Background: an optimization exercise with open tools, aiming at small area, a short achievable clock period and few clock cycles per item. Do not read the settings as production practice.
Function was checked by simulation only, so behaviour that the tests miss may differ from the original.

==> flow/design.v, too long to show whole: its modules and the start of the top module <==
// module sine_lut: 261 lines
// module tone_core: 2325 lines
// module fa_x: 10 lines
// module ha_x: 9 lines
module tone_core (
    input  wire        clk,
    input  wire        rst,
    input  wire        in_valid,
    output wire        in_ready,
    input  wire [1:0]  op,           
    input  wire [15:0] sample,
    input  wire [31:0] now,
    output reg         out_valid,
    output reg         emit_valid,
    output wire [11:0] emit12,
    output wire [7:0]  emitq,
    output reg         cand_valid,
    output reg  [10:0] cand,
    output reg         retuned,
    output wire [10:0] freq_o,
    output wire [11:0] wave12_o
);
  // ...
==> flow/run.sh <==
#!/bin/bash
# synth_recipe.tcl (not shown) runs the flow's synth.tcl, then flattens the netlist and writes it again
# the make line also repeats each setting of config.mk as NAME=value (left out here)
make -C /OpenROAD-flow-scripts/flow DESIGN_CONFIG=/design/flow/config.mk WORK_HOME=/design/flow/orfs CLKGATE_MAP_FILE= SYNTH_SCRIPT=/design/flow/synth_recipe.tcl finish
==> flow/config.mk <==
export PLATFORM = sky130hd
export DESIGN_NAME = tone_core
export DESIGN_NICKNAME = tone_core
export VERILOG_FILES = /design/flow/design.v
export SDC_FILE = /design/flow/constraint.sdc
export NUM_CORES = 4
export LEC_CHECK = 0
export CAP_MARGIN = 20
export CORE_MARGIN = 2
export CORE_UTILIZATION = 40
export SLEW_MARGIN = 20
export SYNTH_HIERARCHICAL = 1
export SYNTH_MEMORY_MAX_BITS = 16384
==> flow/constraint.sdc <==
create_clock -name core_clock -period 45.0 [get_ports {clk}]
set_input_delay 9.0000 -clock core_clock [delete_from_list [all_inputs] [get_ports {clk}]]
set_output_delay 9.0000 -clock core_clock [all_outputs]
set_load 0.01 [all_outputs]
==> impl_metrics.ini, run 1 <==
[sta]
fmaxAchievable_ghz = 0.0954
hold_viol_final = 0
worst_hold_slack_ns = 0.325
fin_crit_ns = 10.48

[worst_hold_path]
holdPathStages = 0
min_to = cand3[2]
hold_class = reg2reg

[logic_synthesis]
synthSimpleGateAreaFrac_pct = 13.1
yosys.area_share.adder_pct = 33.3
ys_ff_latch = 332
synth_compound_area_share_pct = 13.0
syn_avg_cell_area_um2 = 9.68

[run_status]
status = complete, no violations

[layout]
multi_input_area_um2 = 19100

[clocking]
post_cts_resize_count = 0
cts_setup_buffers = 0
cts_buffers = 42

[global_routing]
use_met1_pct = 23.3

[setup_path]
crit_arrival_ns = 1.48
crit_required_ns = 36.00
critPathTopFamily = buffers and inverters
worstPathMaxFanout = 2

[routing]
dr.pass1.iters = 6
met2_length_um = 34600

[die]
start_util_pct = 40.4
Testbench counts, summed over its fixed seeds: cycles 24,336, items 24,000.
==> run 2: changes to the inputs <==
--- a/flow/design.v
+++ b/flow/design.v
@@ -1872,213 +1872,171 @@
     wire xs_s29 = xs_p29 ^ xs_G58;
     wire xs_s30 = xs_p30 ^ xs_G43;
     wire xs_s31 = xs_p31 ^ xs_G59;
     wire xs_s32 = xs_p32 ^ xs_G32;
     wire xs_s33 = 1'b0 ^ xs_G60;
     wire [33:0] xs = {xs_s33, xs_s32, xs_s31, xs_s30, xs_s29, xs_s28, xs_s27, xs_s26, xs_s25, xs_s24, xs_s23, xs_s22, xs_s21, xs_s20, xs_s19, xs_s18, xs_s17, xs_s16, xs_s15, xs_s14, xs_s13, xs_s12, xs_s11, xs_s10, xs_s9, xs_s8, xs_s7, xs_s6, xs_s5, xs_s4, xs_s3, xs_s2, xs_s1, xs_p0};
     wire [27:0] z  = xs[33:6];
     wire fv_t1, fv_t2;
-    ha_x u_fv_t1 (.a(z[0]), .b(~z[14]), .s(fv_t1), .co(fv_t2));
+    fa_x u_fv_t1 (.a(z[0]), .b(~z[14]), .c(~z[19]), .s(fv_t1), .co(fv_t2));
     wire fv_t3, fv_t4;
-    fa_x u_fv_t3 (.a(z[3]), .b(~z[14]), .c(~z[17]), .s(fv_t3), .co(fv_t4));
+    fa_x u_fv_t3 (.a(z[20]), .b(z[21]), .c(~z[23]), .s(fv_t3), .co(fv_t4));
     wire fv_t5, fv_t6;
-    ha_x u_fv_t5 (.a(~z[19]), .b(z[21]), .s(fv_t5), .co(fv_t6));
+    fa_x u_fv_t5 (.a(z[1]), .b(~z[15]), .c(~z[24]), .s(fv_t5), .co(fv_t6));
     wire fv_t7, fv_t8;
-    fa_x u_fv_t7 (.a(z[4]), .b(~z[15]), .c(~z[18]), .s(fv_t7), .co(fv_t8));
+    assign fv_t7 = z[27] ^ 1'b1;
+    assign fv_t8 = z[27] & 1'b1;
     wire fv_t9, fv_t10;
-    ha_x u_fv_t9 (.a(z[5]), .b(~z[16]), .s(fv_t9), .co(fv_t10));
+    fa_x u_fv_t9 (.a(z[2]), .b(~z[16]), .c(z[20]), .s(fv_t9), .co(fv_t10));
     wire fv_t11, fv_t12;
-    ha_x u_fv_t11 (.a(z[8]), .b(~z[14]), .s(fv_t11), .co(fv_t12));
+    ha_x u_fv_t11 (.a(z[22]), .b(~z[25]), .s(fv_t11), .co(fv_t12));
     wire fv_t13, fv_t14;
-    fa_x u_fv_t13 (.a(z[9]), .b(~z[15]), .c(z[19]), .s(fv_t13), .co(fv_t14));
+    fa_x u_fv_t13 (.a(z[3]), .b(~z[14]), .c(~z[17]), .s(fv_t13), .co(fv_t14));
     wire fv_t15, fv_t16;
-    fa_x u_fv_t15 (.a(z[10]), .b(z[14]), .c(~z[16]), .s(fv_t15), .co(fv_t16));
+    assign fv_t15 = ~z[19] ^ 1'b1;
+    assign fv_t16 = ~z[19] & 1'b1;
     wire fv_t17, fv_t18;
-    ha_x u_fv_t17 (.a(~z[21]), .b(z[23]), .s(fv_t17), .co(fv_t18));
+    fa_x u_fv_t17 (.a(z[4]), .b(~z[15]), .c(~z[18]), .s(fv_t17), .co(fv_t18));
     wire fv_t19, fv_t20;
-    fa_x u_fv_t19 (.a(z[11]), .b(z[15]), .c(~z[17]), .s(fv_t19), .co(fv_t20));
+    fa_x u_fv_t19 (.a(z[5]), .b(~z[16]), .c(~z[19]), .s(fv_t19), .co(fv_t20));
     wire fv_t21, fv_t22;
-    ha_x u_fv_t21 (.a(z[20]), .b(~z[22]), .s(fv_t21), .co(fv_t22));
+    fa_x u_fv_t21 (.a(z[6]), .b(~z[17]), .c(z[21]), .s(fv_t21), .co(fv_t22));
     wire fv_t23, fv_t24;
-    fa_x u_fv_t23 (.a(z[12]), .b(z[16]), .c(~z[18]), .s(fv_t23), .co(fv_t24));
+    fa_x u_fv_t23 (.a(z[7]), .b(~z[18]), .c(z[20]), .s(fv_t23), .co(fv_t24));
     wire fv_t25, fv_t26;
-    ha_x u_fv_t25 (.a(z[21]), .b(~z[23]), .s(fv_t25), .co(fv_t26));
+    ha_x u_fv_t25 (.a(z[22]), .b(z[25]), .s(fv_t25), .co(fv_t26));
     wire fv_t27, fv_t28;
-    ha_x u_fv_t27 (.a(z[13]), .b(z[17]), .s(fv_t27), .co(fv_t28));
+    ha_x u_fv_t27 (.a(z[8]), .b(~z[14]), .s(fv_t27), .co(fv_t28));
     wire fv_t29, fv_t30;
-    fa_x u_fv_t29 (.a(~z[19]), .b(z[20]), .c(~z[24]), .s(fv_t29), .co(fv_t30));
+    fa_x u_fv_t29 (.a(z[9]), .b(~z[15]), .c(z[19]), .s(fv_t29), .co(fv_t30));
     wire fv_t31, fv_t32;
-    fa_x u_fv_t31 (.a(z[1]), .b(~z[15]), .c(z[21]), .s(fv_t31), .co(fv_t32));
+    ha_x u_fv_t31 (.a(~z[20]), .b(z[22]), .s(fv_t31), .co(fv_t32));
     wire fv_t33, fv_t34;
-    assign fv_t33 = z[26] ^ 1'b1;
-    assign fv_t34 = z[26] & 1'b1;
+    fa_x u_fv_t33 (.a(z[10]), .b(z[14]), .c(~z[16]), .s(fv_t33), .co(fv_t34));
     wire fv_t35, fv_t36;
-    fa_x u_fv_t35 (.a(z[2]), .b(~z[16]), .c(z[20]), .s(fv_t35), .co(fv_t36));
+    fa_x u_fv_t35 (.a(z[11]), .b(z[15]), .c(~z[17]), .s(fv_t35), .co(fv_t36));
     wire fv_t37, fv_t38;
-    fa_x u_fv_t37 (.a(z[22]), .b(z[25]), .c(~z[27]), .s(fv_t37), .co(fv_t38));
+    ha_x u_fv_t37 (.a(z[20]), .b(~z[22]), .s(fv_t37), .co(fv_t38));
     wire fv_t39, fv_t40;
-    fa_x u_fv_t39 (.a(z[23]), .b(z[24]), .c(z[26]), .s(fv_t39), .co(fv_t40));
+    fa_x u_fv_t39 (.a(z[12]), .b(z[16]), .c(~z[18]), .s(fv_t39), .co(fv_t40));
     wire fv_t41, fv_t42;
-    assign fv_t41 = 1'b1 ^ fv_t3 ^ fv_t5;
-    assign fv_t42 = (1'b1 & fv_t3) | (1'b1 & fv_t5) | (fv_t3 & fv_t5);
+    assign fv_t41 = z[21] ^ ~z[24] ^ 1'b1;
+    assign fv_t42 = (z[21] & ~z[24]) | (z[21] & 1'b1) | (~z[24] & 1'b1);
     wire fv_t43, fv_t44;
-    assign fv_t43 = z[22] ^ z[27] ^ 1'b1;
-    assign fv_t44 = (z[22] & z[27]) | (z[22] & 1'b1) | (z[27] & 1'b1);
+    fa_x u_fv_t43 (.a(z[13]), .b(z[17]), .c(z[19]), .s(fv_t43), .co(fv_t44));
     wire fv_t45, fv_t46;
-    fa_x u_fv_t45 (.a(fv_t4), .b(fv_t6), .c(fv_t7), .s(fv_t45), .co(fv_t46));
+    ha_x u_fv_t45 (.a(z[22]), .b(~z[25]), .s(fv_t45), .co(fv_t46));
     wire fv_t47, fv_t48;
-    fa_x u_fv_t47 (.a(~z[19]), .b(z[20]), .c(z[23]), .s(fv_t47), .co(fv_t48));
+    ha_x u_fv_t47 (.a(z[18]), .b(~z[21]), .s(fv_t47), .co(fv_t48));
     wire fv_t49, fv_t50;
-    assign fv_t49 = 1'b1 ^ fv_t8 ^ fv_t9;
-    assign fv_t50 = (1'b1 & fv_t8) | (1'b1 & fv_t9) | (fv_t8 & fv_t9);
+    assign fv_t49 = z[26] ^ 1'b1;
+    assign fv_t50 = z[26] & 1'b1;
     wire fv_t51, fv_t52;
-    fa_x u_fv_t51 (.a(z[6]), .b(~z[17]), .c(z[21]), .s(fv_t51), .co(fv_t52));
+    fa_x u_fv_t51 (.a(fv_t2), .b(fv_t4), .c(fv_t5), .s(fv_t51), .co(fv_t52));
     wire fv_t53, fv_t54;
-    ha_x u_fv_t53 (.a(z[24]), .b(fv_t10), .s(fv_t53), .co(fv_t54));
+    fa_x u_fv_t53 (.a(fv_t6), .b(fv_t8), .c(fv_t9), .s(fv_t53), .co(fv_t54));
     wire fv_t55, fv_t56;
-    fa_x u_fv_t55 (.a(z[7]), .b(~z[18]), .c(z[20]), .s(fv_t55), .co(fv_t56));
+    fa_x u_fv_t55 (.a(fv_t10), .b(fv_t12), .c(fv_t13), .s(fv_t55), .co(fv_t56));
     wire fv_t57, fv_t58;
-    ha_x u_fv_t57 (.a(z[22]), .b(~z[25]), .s(fv_t57), .co(fv_t58));
+    fa_x u_fv_t57 (.a(z[22]), .b(fv_t14), .c(fv_t16), .s(fv_t57), .co(fv_t58));
     wire fv_t59, fv_t60;
-    fa_x u_fv_t59 (.a(z[21]), .b(z[23]), .c(z[24]), .s(fv_t59), .co(fv_t60));
+    fa_x u_fv_t59 (.a(z[20]), .b(z[23]), .c(fv_t18), .s(fv_t59), .co(fv_t60));
     wire fv_t61, fv_t62;
-    fa_x u_fv_t61 (.a(~z[26]), .b(z[27]), .c(fv_t11), .s(fv_t61), .co(fv_t62));
+    assign fv_t61 = z[24] ^ 1'b1 ^ fv_t20;
+    assign fv_t62 = (z[24] & 1'b1) | (z[24] & fv_t20) | (1'b1 & fv_t20);
     wire fv_t63, fv_t64;
-    fa_x u_fv_t63 (.a(~z[20]), .b(z[22]), .c(~z[25]), .s(fv_t63), .co(fv_t64));
+    assign fv_t63 = 1'b1 ^ fv_t22 ^ fv_t23;
+    assign fv_t64 = (1'b1 & fv_t22) | (1'b1 & fv_t23) | (fv_t22 & fv_t23);
     wire fv_t65, fv_t66;
-    assign fv_t65 = 1'b1 ^ fv_t12 ^ fv_t13;
-    assign fv_t66 = (1'b1 & fv_t12) | (1'b1 & fv_t13) | (fv_t12 & fv_t13);
+    assign fv_t65 = 1'b1 ^ fv_t24 ^ fv_t26;
+    assign fv_t66 = (1'b1 & fv_t24) | (1'b1 & fv_t26) | (fv_t24 & fv_t26);
     wire fv_t67, fv_t68;
-    assign fv_t67 = ~z[24] ^ ~z[26] ^ 1'b1;
-    assign fv_t68 = (~z[24] & ~z[26]) | (~z[24] & 1'b1) | (~z[26] & 1'b1);
+    fa_x u_fv_t67 (.a(~z[26]), .b(fv_t28), .c(fv_t29), .s(fv_t67), .co(fv_t68));
     wire fv_t69, fv_t70;
-    fa_x u_fv_t69 (.a(fv_t14), .b(fv_t15), .c(fv_t17), .s(fv_t69), .co(fv_t70));
+    fa_x u_fv_t69 (.a(~z[27]), .b(fv_t30), .c(fv_t32), .s(fv_t69), .co(fv_t70));
     wire fv_t71, fv_t72;
-    assign fv_t71 = ~z[27] ^ 1'b1 ^ fv_t16;
-    assign fv_t72 = (~z[27] & 1'b1) | (~z[27] & fv_t16) | (1'b1 & fv_t16);
+    fa_x u_fv_t71 (.a(~z[23]), .b(fv_t34), .c(fv_t35), .s(fv_t71), .co(fv_t72));
     wire fv_t73, fv_t74;
-    fa_x u_fv_t73 (.a(fv_t18), .b(fv_t19), .c(fv_t21), .s(fv_t73), .co(fv_t74));
+    fa_x u_fv_t73 (.a(fv_t36), .b(fv_t38), .c(fv_t39), .s(fv_t73), .co(fv_t74));
     wire fv_t75, fv_t76;
-    assign fv_t75 = ~z[24] ^ 1'b1 ^ fv_t20;
-    assign fv_t76 = (~z[24] & 1'b1) | (~z[24] & fv_t20) | (1'b1 & fv_t20);
+    fa_x u_fv_t75 (.a(fv_t40), .b(fv_t42), .c(fv_t43), .s(fv_t75), .co(fv_t76));
     wire fv_t77, fv_t78;
-    fa_x u_fv_t77 (.a(fv_t22), .b(fv_t23), .c(fv_t25), .s(fv_t77), .co(fv_t78));
+    assign fv_t77 = 1'b1 ^ fv_t44 ^ fv_t46;
+    assign fv_t78 = (1'b1 & fv_t44) | (1'b1 & fv_t46) | (fv_t44 & fv_t46);
     wire fv_t79, fv_t80;
-    fa_x u_fv_t79 (.a(z[19]), .b(z[22]), .c(z[25]), .s(fv_t79), .co(fv_t80));
+    ha_x u_fv_t79 (.a(fv_t1), .b(fv_t3), .s(fv_t79), .co(fv_t80));
     wire fv_t81, fv_t82;
-    fa_x u_fv_t81 (.a(fv_t24), .b(fv_t26), .c(fv_t27), .s(fv_t81), .co(fv_t82));
+    fa_x u_fv_t81 (.a(fv_t7), .b(fv_t50), .c(fv_t51), .s(fv_t81), .co(fv_t82));
     wire fv_t83, fv_t84;
-    fa_x u_fv_t83 (.a(z[18]), .b(z[23]), .c(z[24]), .s(fv_t83), .co(fv_t84));
+    fa_x u_fv_t83 (.a(fv_t11), .b(fv_t52), .c(fv_t53), .s(fv_t83), .co(fv_t84));
     wire fv_t85, fv_t86;
-    fa_x u_fv_t85 (.a(z[26]), .b(z[27]), .c(fv_t28), .s(fv_t85), .co(fv_t86));
+    fa_x u_fv_t85 (.a(fv_t15), .b(fv_t54), .c(fv_t55), .s(fv_t85), .co(fv_t86));
     wire fv_t87, fv_t88;
-    ha_x u_fv_t87 (.a(z[25]), .b(~z[27]), .s(fv_t87), .co(fv_t88));
+    fa_x u_fv_t87 (.a(fv_t17), .b(fv_t56), .c(fv_t57), .s(fv_t87), .co(fv_t88));
     wire fv_t89, fv_t90;
-    fa_x u_fv_t89 (.a(fv_t2), .b(fv_t30), .c(fv_t31), .s(fv_t89), .co(fv_t90));
+    fa_x u_fv_t89 (.a(fv_t19), .b(fv_t58), .c(fv_t59), .s(fv_t89), .co(fv_t90));
     wire fv_t91, fv_t92;
-    fa_x u_fv_t91 (.a(fv_t32), .b(fv_t34), .c(fv_t35), .s(fv_t91), .co(fv_t92));
+    fa_x u_fv_t91 (.a(fv_t21), .b(fv_t60), .c(fv_t61), .s(fv_t91), .co(fv_t92));
     wire fv_t93, fv_t94;
-    fa_x u_fv_t93 (.a(fv_t36), .b(fv_t38), .c(fv_t39), .s(fv_t93), .co(fv_t94));
+    fa_x u_fv_t93 (.a(fv_t25), .b(fv_t62), .c(fv_t63), .s(fv_t93), .co(fv_t94));
     wire fv_t95, fv_t96;
-    fa_x u_fv_t95 (.a(fv_t40), .b(fv_t42), .c(fv_t43), .s(fv_t95), .co(fv_t96));
+    fa_x u_fv_t95 (.a(fv_t27), .b(fv_t64), .c(fv_t65), .s(fv_t95), .co(fv_t96));
     wire fv_t97, fv_t98;
-    fa_x u_fv_t97 (.a(fv_t44), .b(fv_t46), .c(fv_t47), .s(fv_t97), .co(fv_t98));
+    fa_x u_fv_t97 (.a(fv_t31), .b(fv_t66), .c(fv_t67), .s(fv_t97), .co(fv_t98));
     wire fv_t99, fv_t100;
-    fa_x u_fv_t99 (.a(fv_t48), .b(fv_t50), .c(fv_t51), .s(fv_t99), .co(fv_t100));
+    fa_x u_fv_t99 (.a(fv_t33), .b(fv_t68), .c(fv_t69), .s(fv_t99), .co(fv_t100));
     wire fv_t101, fv_t102;
-    fa_x u_fv_t101 (.a(fv_t52), .b(fv_t54), .c(fv_t55), .s(fv_t101), .co(fv_t102));
+    fa_x u_fv_t101 (.a(fv_t37), .b(fv_t70), .c(fv_t71), .s(fv_t101), .co(fv_t102));
     wire fv_t103, fv_t104;
-    fa_x u_fv_t103 (.a(fv_t56), .b(fv_t58), .c(fv_t59), .s(fv_t103), .co(fv_t104));
+    fa_x u_fv_t103 (.a(fv_t41), .b(fv_t72), .c(fv_t73), .s(fv_t103), .co(fv_t104));
     wire fv_t105, fv_t106;
-    fa_x u_fv_t105 (.a(fv_t60), .b(fv_t62), .c(fv_t63), .s(fv_t105), .co(fv_t106));
+    fa_x u_fv_t105 (.a(fv_t45), .b(fv_t74), .c(fv_t75), .s(fv_t105), .co(fv_t106));
     wire fv_t107, fv_t108;
-    fa_x u_fv_t107 (.a(fv_t64), .b(fv_t66), .c(fv_t67), .s(fv_t107), .co(fv_t108));
+    fa_x u_fv_t107 (.a(fv_t47), .b(fv_t76), .c(fv_t77), .s(fv_t107), .co(fv_t108));
     wire fv_t109, fv_t110;
-    fa_x u_fv_t109 (.a(fv_t68), .b(fv_t70), .c(fv_t71), .s(fv_t109), .co(fv_t110));
-    wire fv_t111, fv_t112;
-    fa_x u_fv_t111 (.a(fv_t72), .b(fv_t74), .c(fv_t75), .s(fv_t111), .co(fv_t112));
-    wire fv_t113, fv_t114;
-    fa_x u_fv_t113 (.a(fv_t76), .b(fv_t78), .c(fv_t79), .s(fv_t113), .co(fv_t114));
-    wire fv_t115, fv_t116;
-    fa_x u_fv_t115 (.a(fv_t80), .b(fv_t82), .c(fv_t83), .s(fv_t115), .co(fv_t116));
-    wire fv_t117, fv_t118;
-    assign fv_t117 = 1'b1 ^ fv_t84;
-    assign fv_t118 = 1'b1 & fv_t84;
-    wire fv_t119, fv_t120;
-    ha_x u_fv_t119 (.a(fv_t1), .b(fv_t29), .s(fv_t119), .co(fv_t120));
-    wire fv_t121, fv_t122;
-    fa_x u_fv_t121 (.a(fv_t33), .b(fv_t88), .c(fv_t89), .s(fv_t121), .co(fv_t122));
-    wire fv_t123, fv_t124;
-    fa_x u_fv_t123 (.a(fv_t37), .b(fv_t90), .c(fv_t91), .s(fv_t123), .co(fv_t124));
-    wire fv_t125, fv_t126;
-    fa_x u_fv_t125 (.a(fv_t41), .b(fv_t92), .c(fv_t93), .s(fv_t125), .co(fv_t126));
-    wire fv_t127, fv_t128;
-    fa_x u_fv_t127 (.a(fv_t45), .b(fv_t94), .c(fv_t95), .s(fv_t127), .co(fv_t128));
-    wire fv_t129, fv_t130;
-    fa_x u_fv_t129 (.a(fv_t49), .b(fv_t96), .c(fv_t97), .s(fv_t129), .co(fv_t130));
-    wire fv_t131, fv_t132;
-    fa_x u_fv_t131 (.a(fv_t53), .b(fv_t98), .c(fv_t99), .s(fv_t131), .co(fv_t132));
-    wire fv_t133, fv_t134;
-    fa_x u_fv_t133 (.a(fv_t57), .b(fv_t100), .c(fv_t101), .s(fv_t133), .co(fv_t134));
-    wire fv_t135, fv_t136;
-    fa_x u_fv_t135 (.a(fv_t61), .b(fv_t102), .c(fv_t103), .s(fv_t135), .co(fv_t136));
-    wire fv_t137, fv_t138;
-    fa_x u_fv_t137 (.a(fv_t65), .b(fv_t104), .c(fv_t105), .s(fv_t137), .co(fv_t138));
-    wire fv_t139, fv_t140;
-    fa_x u_fv_t139 (.a(fv_t69), .b(fv_t106), .c(fv_t107), .s(fv_t139), .co(fv_t140));
-    wire fv_t141, fv_t142;
-    fa_x u_fv_t141 (.a(fv_t73), .b(fv_t108), .c(fv_t109), .s(fv_t141), .co(fv_t142));
-    wire fv_t143, fv_t144;
-    fa_x u_fv_t143 (.a(fv_t77), .b(fv_t110), .c(fv_t111), .s(fv_t143), .co(fv_t144));
-    wire fv_t145, fv_t146;
-    fa_x u_fv_t145 (.a(fv_t81), .b(fv_t112), .c(fv_t113), .s(fv_t145), .co(fv_t146));
-    wire fv_t147, fv_t148;
-    fa_x u_fv_t147 (.a(fv_t85), .b(fv_t114), .c(fv_t115), .s(fv_t147), .co(fv_t148));
-    wire fv_t149, fv_t150;
-    fa_x u_fv_t149 (.a(fv_t86), .b(fv_t116), .c(fv_t117), .s(fv_t149), .co(fv_t150));
-    wire fv_t151, fv_t152;
-    assign fv_t151 = 1'b1 ^ fv_t118;
-    assign fv_t152 = 1'b1 & fv_t118;
-    wire [16:0] fv_r0 = {fv_t150, fv_t148, fv_t146, fv_t144, fv_t142, fv_t140, fv_t138, fv_t136, fv_t134, fv_t132, fv_t130, fv_t128, fv_t126, fv_t124, fv_t122, fv_t120, fv_t87};
-    wire [16:0] fv_r1 = {fv_t151, fv_t149, fv_t147, fv_t145, fv_t143, fv_t141, fv_t139, fv_t137, fv_t135, fv_t133, fv_t131, fv_t129, fv_t127, fv_t125, fv_t123, fv_t121, fv_t119};
+    assign fv_t109 = 1'b1 ^ fv_t48 ^ fv_t78;
+    assign fv_t110 = (1'b1 & fv_t48) | (1'b1 & fv_t78) | (fv_t48 & fv_t78);
+    wire [16:0] fv_r0 = {1'b1, fv_t108, fv_t106, fv_t104, fv_t102, fv_t100, fv_t98, fv_t96, fv_t94, fv_t92, fv_t90, fv_t88, fv_t86, fv_t84, fv_t82, fv_t80, fv_t49};
+    wire [16:0] fv_r1 = {fv_t110, fv_t109, fv_t107, fv_t105, fv_t103, fv_t101, fv_t99, fv_t97, fv_t95, fv_t93, fv_t91, fv_t89, fv_t87, fv_t85, fv_t83, fv_t81, fv_t79};
     wire fv_p0, fv_g0;
-    ha_x u_fv_p0 (.a(fv_t87), .b(fv_t119), .s(fv_p0), .co(fv_g0));
+    ha_x u_fv_p0 (.a(fv_t49), .b(fv_t79), .s(fv_p0), .co(fv_g0));
     wire fv_p1, fv_g1;
-    ha_x u_fv_p1 (.a(fv_t120), .b(fv_t121), .s(fv_p1), .co(fv_g1));
+    ha_x u_fv_p1 (.a(fv_t80), .b(fv_t81), .s(fv_p1), .co(fv_g1));
     wire fv_p2, fv_g2;
-    ha_x u_fv_p2 (.a(fv_t122), .b(fv_t123), .s(fv_p2), .co(fv_g2));
+    ha_x u_fv_p2 (.a(fv_t82), .b(fv_t83), .s(fv_p2), .co(fv_g2));
     wire fv_p3, fv_g3;
-    ha_x u_fv_p3 (.a(fv_t124), .b(fv_t125), .s(fv_p3), .co(fv_g3));
+    ha_x u_fv_p3 (.a(fv_t84), .b(fv_t85), .s(fv_p3), .co(fv_g3));
     wire fv_p4, fv_g4;
-    ha_x u_fv_p4 (.a(fv_t126), .b(fv_t127), .s(fv_p4), .co(fv_g4));
+    ha_x u_fv_p4 (.a(fv_t86), .b(fv_t87), .s(fv_p4), .co(fv_g4));
     wire fv_p5, fv_g5;
-    ha_x u_fv_p5 (.a(fv_t128), .b(fv_t129), .s(fv_p5), .co(fv_g5));
+    ha_x u_fv_p5 (.a(fv_t88), .b(fv_t89), .s(fv_p5), .co(fv_g5));
     wire fv_p6, fv_g6;
-    ha_x u_fv_p6 (.a(fv_t130), .b(fv_t131), .s(fv_p6), .co(fv_g6));
+    ha_x u_fv_p6 (.a(fv_t90), .b(fv_t91), .s(fv_p6), .co(fv_g6));
     wire fv_p7, fv_g7;
-    ha_x u_fv_p7 (.a(fv_t132), .b(fv_t133), .s(fv_p7), .co(fv_g7));
+    ha_x u_fv_p7 (.a(fv_t92), .b(fv_t93), .s(fv_p7), .co(fv_g7));
     wire fv_p8, fv_g8;
-    ha_x u_fv_p8 (.a(fv_t134), .b(fv_t135), .s(fv_p8), .co(fv_g8));
+    ha_x u_fv_p8 (.a(fv_t94), .b(fv_t95), .s(fv_p8), .co(fv_g8));
     wire fv_p9, fv_g9;
-    ha_x u_fv_p9 (.a(fv_t136), .b(fv_t137), .s(fv_p9), .co(fv_g9));
+    ha_x u_fv_p9 (.a(fv_t96), .b(fv_t97), .s(fv_p9), .co(fv_g9));
     wire fv_p10, fv_g10;
-    ha_x u_fv_p10 (.a(fv_t138), .b(fv_t139), .s(fv_p10), .co(fv_g10));
+    ha_x u_fv_p10 (.a(fv_t98), .b(fv_t99), .s(fv_p10), .co(fv_g10));
     wire fv_p11, fv_g11;
-    ha_x u_fv_p11 (.a(fv_t140), .b(fv_t141), .s(fv_p11), .co(fv_g11));
+    ha_x u_fv_p11 (.a(fv_t100), .b(fv_t101), .s(fv_p11), .co(fv_g11));
     wire fv_p12, fv_g12;
-    ha_x u_fv_p12 (.a(fv_t142), .b(fv_t143), .s(fv_p12), .co(fv_g12));
+    ha_x u_fv_p12 (.a(fv_t102), .b(fv_t103), .s(fv_p12), .co(fv_g12));
     wire fv_p13, fv_g13;
-    ha_x u_fv_p13 (.a(fv_t144), .b(fv_t145), .s(fv_p13), .co(fv_g13));
+    ha_x u_fv_p13 (.a(fv_t104), .b(fv_t105), .s(fv_p13), .co(fv_g13));
     wire fv_p14, fv_g14;
-    ha_x u_fv_p14 (.a(fv_t146), .b(fv_t147), .s(fv_p14), .co(fv_g14));
+    ha_x u_fv_p14 (.a(fv_t106), .b(fv_t107), .s(fv_p14), .co(fv_g14));
     wire fv_p15, fv_g15;
-    ha_x u_fv_p15 (.a(fv_t148), .b(fv_t149), .s(fv_p15), .co(fv_g15));
+    ha_x u_fv_p15 (.a(fv_t108), .b(fv_t109), .s(fv_p15), .co(fv_g15));
     wire fv_p16, fv_g16;
-    ha_x u_fv_p16 (.a(fv_t150), .b(fv_t151), .s(fv_p16), .co(fv_g16));
+    assign fv_p16 = 1'b1 ^ fv_t110;
+    assign fv_g16 = 1'b1 & fv_t110;
     wire fv_G1 = fv_g1 | (fv_p1 & fv_g0);
     wire fv_P1 = fv_p1 & fv_p0;
     wire fv_G2 = fv_g3 | (fv_p3 & fv_g2);
     wire fv_P2 = fv_p3 & fv_p2;
     wire fv_G3 = fv_g5 | (fv_p5 & fv_g4);
     wire fv_P3 = fv_p5 & fv_p4;
     wire fv_G4 = fv_g7 | (fv_p7 & fv_g6);
     wire fv_P4 = fv_p7 & fv_p6;
@@ -2552,18 +2510,71 @@
         cv3   <= cv2;
         ret3  <= ret2;
         cand3 <= cand2;
         q3    <= qq;
     end
     wire        k1   = q3 >= 11'd500;
     wire        k2   = q3 >= 11'd1000;
     wire        neg3 = k1 & ~k2;
-    wire [8:0]  h3   = k2 ? q3 - 11'd1000 : k1 ? q3 - 11'd500 : q3[8:0];
-    wire [7:0]  li   = (h3 > 9'd250) ? 9'd500 - h3 : h3[7:0];
+    wire [8:0]  hc   = k2 ? 9'd24 : k1 ? 9'd12 : 9'd0;
+    wire [8:0] h3_r0 = {q3[8], q3[7], q3[6], q3[5], q3[4], q3[3], q3[2], q3[1], q3[0]};
+    wire [8:0] h3_r1 = {hc[8], hc[7], hc[6], hc[5], hc[4], hc[3], hc[2], hc[1], hc[0]};
+    wire h3_s0, h3_c0;
+    ha_x u_h3_s0 (.a(q3[0]), .b(hc[0]), .s(h3_s0), .co(h3_c0));
+    wire h3_s1, h3_c1;
+    fa_x u_h3_s1 (.a(q3[1]), .b(hc[1]), .c(h3_c0), .s(h3_s1), .co(h3_c1));
+    wire h3_s2, h3_c2;
+    fa_x u_h3_s2 (.a(q3[2]), .b(hc[2]), .c(h3_c1), .s(h3_s2), .co(h3_c2));
+    wire h3_s3, h3_c3;
+    fa_x u_h3_s3 (.a(q3[3]), .b(hc[3]), .c(h3_c2), .s(h3_s3), .co(h3_c3));
+    wire h3_s4, h3_c4;
+    fa_x u_h3_s4 (.a(q3[4]), .b(hc[4]), .c(h3_c3), .s(h3_s4), .co(h3_c4));
+    wire h3_s5, h3_c5;
+    fa_x u_h3_s5 (.a(q3[5]), .b(hc[5]), .c(h3_c4), .s(h3_s5), .co(h3_c5));
+    wire h3_s6, h3_c6;
+    fa_x u_h3_s6 (.a(q3[6]), .b(hc[6]), .c(h3_c5), .s(h3_s6), .co(h3_c6));
+    wire h3_s7, h3_c7;
+    fa_x u_h3_s7 (.a(q3[7]), .b(hc[7]), .c(h3_c6), .s(h3_s7), .co(h3_c7));
+    wire h3_s8, h3_c8;
+    fa_x u_h3_s8 (.a(q3[8]), .b(hc[8]), .c(h3_c7), .s(h3_s8), .co(h3_c8));
+    wire [8:0] h3 = {h3_s8, h3_s7, h3_s6, h3_s5, h3_s4, h3_s3, h3_s2, h3_s1, h3_s0};
+    wire        gg   = h3 > 9'd250;
+    wire [8:0]  hx   = h3 ^ {9{gg}};
+    wire li_t1, li_t2;
+    ha_x u_li_t1 (.a(hx[4]), .b(~gg), .s(li_t1), .co(li_t2));
+    wire li_t3, li_t4;
+    assign li_t3 = hx[5] ^ 1'b1;
+    assign li_t4 = hx[5] & 1'b1;
+    wire li_t5, li_t6;
+    assign li_t5 = hx[6] ^ 1'b1;
+    assign li_t6 = hx[6] & 1'b1;
+    wire li_t7, li_t8;
+    assign li_t7 = hx[7] ^ 1'b1;
+    assign li_t8 = hx[7] & 1'b1;
+    wire [7:0] li_r0 = {li_t6, li_t4, li_t2, 1'b1, hx[3], hx[2], hx[1], hx[0]};
+    wire [7:0] li_r1 = {li_t7, li_t5, li_t3, li_t1, 1'b0, gg, 1'b0, gg};
+    wire li_s0, li_c0;
+    ha_x u_li_s0 (.a(hx[0]), .b(gg), .s(li_s0), .co(li_c0));
+    wire li_s1, li_c1;
+    ha_x u_li_s1 (.a(hx[1]), .b(li_c0), .s(li_s1), .co(li_c1));
+    wire li_s2, li_c2;
+    fa_x u_li_s2 (.a(hx[2]), .b(gg), .c(li_c1), .s(li_s2), .co(li_c2));
+    wire li_s3, li_c3;
+    ha_x u_li_s3 (.a(hx[3]), .b(li_c2), .s(li_s3), .co(li_c3));
+    wire li_s4, li_c4;
+    assign li_s4 = 1'b1 ^ li_t1 ^ li_c3;
+    assign li_c4 = (1'b1 & li_t1) | (1'b1 & li_c3) | (li_t1 & li_c3);
+    wire li_s5, li_c5;
+    fa_x u_li_s5 (.a(li_t2), .b(li_t3), .c(li_c4), .s(li_s5), .co(li_c5));
+    wire li_s6, li_c6;
+    fa_x u_li_s6 (.a(li_t4), .b(li_t5), .c(li_c5), .s(li_s6), .co(li_c6));
+    wire li_s7, li_c7;
+    fa_x u_li_s7 (.a(li_t6), .b(li_t7), .c(li_c6), .s(li_s7), .co(li_c7));
+    wire [7:0] li = {li_s7, li_s6, li_s5, li_s4, li_s3, li_s2, li_s1, li_s0};
     wire [10:0] tv;
     sine_lut u_lut (.idx(li), .val(tv));
     wire [10:0] tn = neg3 ? (~tv + 11'd1) : tv;
     wire [11:0] w  = {~neg3 | (tv == 11'd0), tn};
     reg [10:0] freq_r;
     reg [11:0] wave_r;
     always @(posedge clk) begin
         if (rst) begin
==> run 2 against run 1 <==
Net effect: still clean; synthesized area shrank 1.3%; clock skew shrank 0.026 ns; core utilization is essentially flat; flip-flop and latch count is the same; synthesized cell count shrank 0.79%; worst hold slack gained 0.0011 ns.
==> impl_metrics.ini, run 2 <==
[run_status]
status = complete, no violations

[logic_synthesis]
yosysSeqAreaShare_pct = 27.7
yosys.area_share.adder_pct = 33.1
yosysMostFrequentCell = ha_1
ys.warnings.count = 8
yosysUniqueCellTypes = 88
synthMuxAreaShare_pct = 3.92
synth-xor-area-share_pct = 3.63
synth_top_area_cell = ha_1
synth_edf_count = 109
synthSimpleGateAreaFrac_pct = 13.5
ys_ff_latch = 332
yosysTopAreaCellShare_pct = 21.3
async_flop_share_pct = 0
synth_common_cells = ha_1, nor2_1, dfxtp_1, inv_1, a21oi_1
synth_top_family_by_area = adder cells
ys.flop_type = dfxtp_1
postSynthCellCount = 2897
synth_compound_area_share_pct = 12.6
synth_area_um2 = 27900
ys_top_cells_by_area = ha_1, dfxtp_1, fa_1, edfxtp_1, nor2_1
syn_avg_cell_area_um2 = 9.63

[place]
post-dp-hpwl_um = 51200
routabilityCongestion = 0.890
post-place-ws_ns = 34.23
dpl-instance-area_um2 = 29700
portBuffers = 111

[run]
cap_violations = 0

[routing]
vias_per_cell = 5.34
wire_per_inst_um = 17.2
wirelength_um = 67100
vias = 20800
drc = 0
final_antenna_net_count = 0
drtIter0Drc = 1399
dr.pass1.iters = 6

[sta]
hold_viol_final = 0
final.setup.tns_ns = 0
fin_skew_ns = 0.0213
worst_slack_ns = 34.50
max_slew_margin_pct = 32.2
worst_hold_slack_ns = 0.326
worst_pin_slew_ns = 1.02
fin_crit_ns = 10.50
period_share_pct = 23.3
finalMaxSlewViolations = 0
finalSetupViolations = 0
rsz0062_at_grt = no
fmaxAchievable_ghz = 0.0952

[global_routing]
track_usage_pct = 18.9
grt_pass1_wl_um = 110000
grt.overflow.total = 0
grt_max_degree = 97
antenna_found_initial = 0
grt_pass1_vias = 21500

[setup_path]
crit_chain = clkdlybuf4s50_1
cp-end-kind = primary output
crit_arrival_ns = 1.50
r2r-end = wave_r[10]
cpPeakStageDelay_ns = 0.56
critPathSlowestCell = clkdlybuf4s50_1
cp_num_cells = 1
crit_required_ns = 36.00
worst_setup_path_start_kind = flop
worstPathMaxFanout = 1
critPathTopFamily = buffers and inverters
crit_type = reg2out
r2r-start = q3[6]
crit_start = rdy_o
endpoint = in_ready
r2r_slack_ns = 35.08
r2r_cells = 32
path_buf_inv = 1

[die]
die_h_um = 268
die_x_um = 268
row_count = 96
start_util_pct = 40.5
ioPinCount = 112
die_area_um2 = 71900
core_um2 = 68800

[layout]
syn_to_final_growth_pct = 11.3
top_regs = last_ts: 32 flops, n0: 32 flops, upd_ts: 32 flops
final_common_cell = ha_1
diodes = 0
final_cell_mix = ha_1, nor2_1, dfxtp_1
nNetsFinal = 3631
layout-drive-gt1-share_pct = 5.66
design_area_um2 = 31100

[clocking]
cts_buffers = 40
cts-hold-fix-buffers = 0
clock_sinks = 332
cts_setup_buffers = 0
post_cts_resize_count = 0
cts-root-buf = clkbuf_16
htree_levels = 2
cts_tree = built
cts.clk_slew.worst_paths_ns = 0.06
worstSkewPairLatency_ns = 0.58
cts_buffer_depth = 3

[worst_hold_path]
hold_class = reg2reg
[run 2: cell types whose count changed in the layout (fill, tap and decap cells not counted), moves of 9 or more]
cell and change:
nand3_1 +11, a21o_1 -9, o21ai_1 -13, a31oi_1 -9
ha_1 -9, or2_1 -9, o21ai_0 +11, nand2b_1 +11
[run 2: per-stage QoR]
| stage | std cells | utilization (%) |
|---|---|---|
| 2_1_floorplan | 2902 | - |
| 3_3_place_gp | 3828 | 43.1 |
| 3_5_place_dp | 3828 | 43.2 |
| 4_1_cts | 3901 | 45.1 |
| 5_1_grt | 3901 | 45.1 |
| 6_report | 3901 | 45.1 |
[run 2: modules after synthesis (local to each module, per instance)]
module	times used	cells	area [um2]	flip-flops and latches
fa_x	164	1	20.0	0
tone_core	1	1892	17300	332
ha_x	348	1	12.5	0
sine_lut	1	493	3000	0
[run 2: worst min path at each step]
| stage | start | endpoint | slack (ns) | cells past startpoint |
|---|---|---|---|---|
| finish | cand2[3] | cand3[3] | 0.33 | 0 |
| global route | cand2[7] | cand3[7] | 0.33 | 0 |
| CTS | cand2[6] | cand3[6] | 0.33 | 0 |
| detailed placement | cand2[6] | cand3[6] | 0.31 | 0 |
| global placement | cand2[6] | cand3[6] | 0.31 | 0 |
| floorplan | cand2[0] | cand3[0] | 0.31 | 0 |
[run 2: cell families after synthesis]
kind of cell             count (synthesis)
XOR/XNOR                               114
adder cells (fa/ha/maj)                639
buffers and inverters                  357
multiplexers                           104
flip-flops                             332
AND/OR/NAND/NOR                        814
other                                    1
AO/OA/AOI/OAI                          536
[run 2: area by class of cell]
cell class / instances / area (um2)
multi-input combinational: 2213 / 18700
timing repair buffer: 147 / 1380
inverter: 205 / 771
sequential: 332 / 7740
clock buffer: 51 / 1160
tap: 931 / 1160
fill: 6474 / 37800
clock inverter: 22 / 204
[run 2: routing by layer]
metal / routed length (um) / global-route usage (%) / part of all wire (%) / vias up
met1: 28400 / 23.0 / 42 / 9957
met5: 0 / 0 / 0 / -
met2: 32800 / 33.1 / 49 / 555
met4: 2390 / 7.61 / 3.6 / 0
met3: 3520 / 3.20 / 5.2 / 143
li1: - / - / - / 10200
Testbench counts of run 2, summed over its fixed seeds: cycles 24,336, items 24,000.
==> run 3: changes to the inputs <==
==> flow/flow/run.sh (new file) <==
#!/bin/bash
# The standard layout, with plain buf_1 cells as the port buffers that the
# standard flow inserts at every input and output.
set -euo pipefail
bash standard.sh finish "BUFFER_PORTS_ARGS=-buffer_cell sky130_fd_sc_hd__buf_1" > orfs_make.log 2>&1
==> flow/standard.sh (new file) <==
#!/bin/bash
# synth_recipe.tcl (not shown) runs the flow's synth.tcl, then flattens the netlist and writes it again
# the make line also repeats each setting of config.mk as NAME=value (left out here)
make -C /OpenROAD-flow-scripts/flow DESIGN_CONFIG=/design/flow/config.mk WORK_HOME=/design/flow/orfs CLKGATE_MAP_FILE= SYNTH_SCRIPT=/design/flow/synth_recipe.tcl "${@:-finish}"
removed: flow/run.sh
==> run 3 against run 2 <==
Net effect: clock skew grew 0.025 ns; final cell count unchanged; non-clock buffer count stayed put; fmax rose by 1.2%; synthesized cell count unchanged.
==> impl_metrics.ini, run 3 <==
[sta]
fin_skew_ns = 0.0458
final.setup.tns_ns = 0
worst_pin_slew_ns = 1.08
fmaxAchievable_ghz = 0.0964
finalSetupViolations = 0
rsz0062_at_grt = no
max_slew_margin_pct = 27.7
worst_hold_slack_ns = 0.324
hold_viol_final = 0
period_share_pct = 23.1
finalMaxSlewViolations = 0
fin_crit_ns = 10.38

[logic_synthesis]
ys_top_cells_by_area = ha_1, dfxtp_1, fa_1, edfxtp_1, nor2_1
async_flop_share_pct = 0
synth_common_cells = ha_1, nor2_1, dfxtp_1, inv_1, a21oi_1
postSynthCellCount = 2897
syn_avg_cell_area_um2 = 9.63
yosysMostFrequentCell = ha_1
synth_area_um2 = 27900
yosysUniqueCellTypes = 88
yosysTopAreaCellShare_pct = 21.3
ys.flop_type = dfxtp_1
synth_edf_count = 109
yosysSeqAreaShare_pct = 27.7
ys_ff_latch = 332
synth_top_area_cell = ha_1
ys.warnings.count = 8

[die]
die_area_um2 = 71900
die_h_um = 268
ioPinCount = 112
die_x_um = 268
start_util_pct = 40.5
core_um2 = 68800
row_count = 96

[routing]
drc = 0
vias = 21000
drtIter0Drc = 1421
vias_per_cell = 5.37
final_antenna_net_count = 0
dr.pass1.iters = 5
wire_per_inst_um = 17.5
wirelength_um = 68200

[setup_path]
endpoint = wave_r[10]
crit_arrival_ns = 10.85
r2r-end = wave_r[10]
crit_start = q3[7]
r2r-start = q3[7]
crit_type = reg2reg
critPathSlowestCell = a21oi_1
r2r_slack_ns = 34.62
cpMostUsedCell = fa_1
path_buf_inv = 6
cp_num_cells = 32
cpPeakStageDelay_ns = 0.79
crit_required_ns = 45.47
cp-end-kind = flop
worst_setup_path_start_kind = flop
worstPathMaxFanout = 56
critPathTopFamily = adder cells
r2r_cells = 32

[place]
portBuffers = 111
dp_cells = 3828
post-dp-hpwl_um = 51800
routabilityCongestion = 0.880

[clocking]
cts_buffer_depth = 3
cts-hold-fix-buffers = 0
cts_buffers = 40
clock_sinks = 332
htree_levels = 2
cts-root-buf = clkbuf_16
cts.clk_slew.worst_paths_ns = 0.06
cts_setup_buffers = 0
cts_tree = built
post_cts_resize_count = 0
worstSkewPairLatency_ns = 0.59

[layout]
instances_no_fill = 3901
top_regs = last_ts: 32 flops, n0: 32 flops, upd_ts: 32 flops
nNetsFinal = 3631
final_cell_mix = ha_1, nor2_1, dfxtp_1
layout-drive-gt1-share_pct = 5.46
syn_to_final_growth_pct = 8.87
final_common_cell = ha_1

[worst_hold_path]
hold_class = reg2reg
holdPathStages = 0

[global_routing]
track_usage_pct = 19.1
grt_max_degree = 91
grt_pass1_vias = 21300
grt_pass1_wl_um = 111000
grt.overflow.total = 0
antenna_found_initial = 0

[run]
cap_violations = 0

[run_status]
status = complete, no violations
run 3: cell counts after synthesis:
No cell type changed its count.
run 3: through the flow:
step	cell area (um2)	util [%]	worst slack [ns]
floorplan	27900	-	35.28
global placement	29000	42.1	34.11
detailed placement	29000	42.1	34.11
CTS	30400	44.1	34.73
global route	30400	44.1	33.98
finish	30400	44.1	34.62
run 3: logic make-up after synthesis:
kind of cell	count (synthesis)	synth area share (%)
adders and majority gates	639	33.1
and+or+nand+nor	814	13.5
xor gates and xnor gates	114	3.63
AOI/OAI and AO/OA	536	12.6
DFF	332	27.7
other	1	0.0134
muxes	104	3.92
buffers and inverters	357	5.62
run 3: worst min-delay path by stage:
stage,from,end,slack (ns)
global route,cand2[6],cand3[6],0.33
CTS,ev2,ev3,0.32
floorplan,cand2[0],cand3[0],0.31
finish,cv3,cand_valid,0.32
global placement,cand2[6],cand3[6],0.31
detailed placement,cv2,cv3,0.31
run 3: final cells by class:
type	count	area [um2]
sequential	332	7740
inverter	205	771
timing repair buffer	147	691
clock inverter	16	189
clock buffer	56	1170
antenna	1	2.50
tap	931	1160
multi-input combinational	2213	18700
fill	6580	38400
run 3: routing by layer:
metal | global-route usage, % | part of all wire [%]
met1 | 23.9 | 43
met5 | 0 | 0
met2 | 33.1 | 49
met3 | 2.68 | 4.8
met4 | 7.32 | 3.5
run 3: per-module statistics from Yosys, one instance, submodules excluded:
module | flops+latches | cells inside | area [um2]
fa_x | 0 | 1 | 20.0
tone_core | 332 | 1892 | 17300
ha_x | 0 | 1 | 12.5
sine_lut | 0 | 493 | 3000

## static timing again, ports no longer ideal
No port has a modelled driver above. Below, the same layouts with a new extraction and two added sets of constraints.
Step 1 (the two cells are an assumption about what drives the block):
set clk [get_ports {clk}]
set_driving_cell -lib_cell sky130_fd_sc_hd__clkbuf_16 $clk
set_driving_cell -lib_cell sky130_fd_sc_hd__buf_2 [delete_from_list [all_inputs] $clk]
Step 2 adds t to the input delays and takes it off the output delays; t is the mean of the earliest and latest rising clock arrival at the registers after step 1. Input paths then give back, and output paths get back, about the clock's delay inside the block.
Three values: ideal, step 1, step 2; two values: the first two.
run | t, ns | setup WS [ns] | worst setup path at the end | worst slew at a driven data input, ns | pins driven straight from the clock port
run 1 | 0.626 | 34.522 / 34.460 / 34.405 | input to register | 0.04 | 1
run 2 | 0.633 | 34.499 / 34.438 / 34.198 | input to register | 0.06 | 1
run 3 | 0.628 | 34.624 / 34.624 / 34.106 | input to register | 0.06 | 1
After both steps setup and hold are still met in every run listed. For run 3, which loses most, drivers alone change the setup slack by 0.000 ns; drivers and shift together by -0.518 ns.
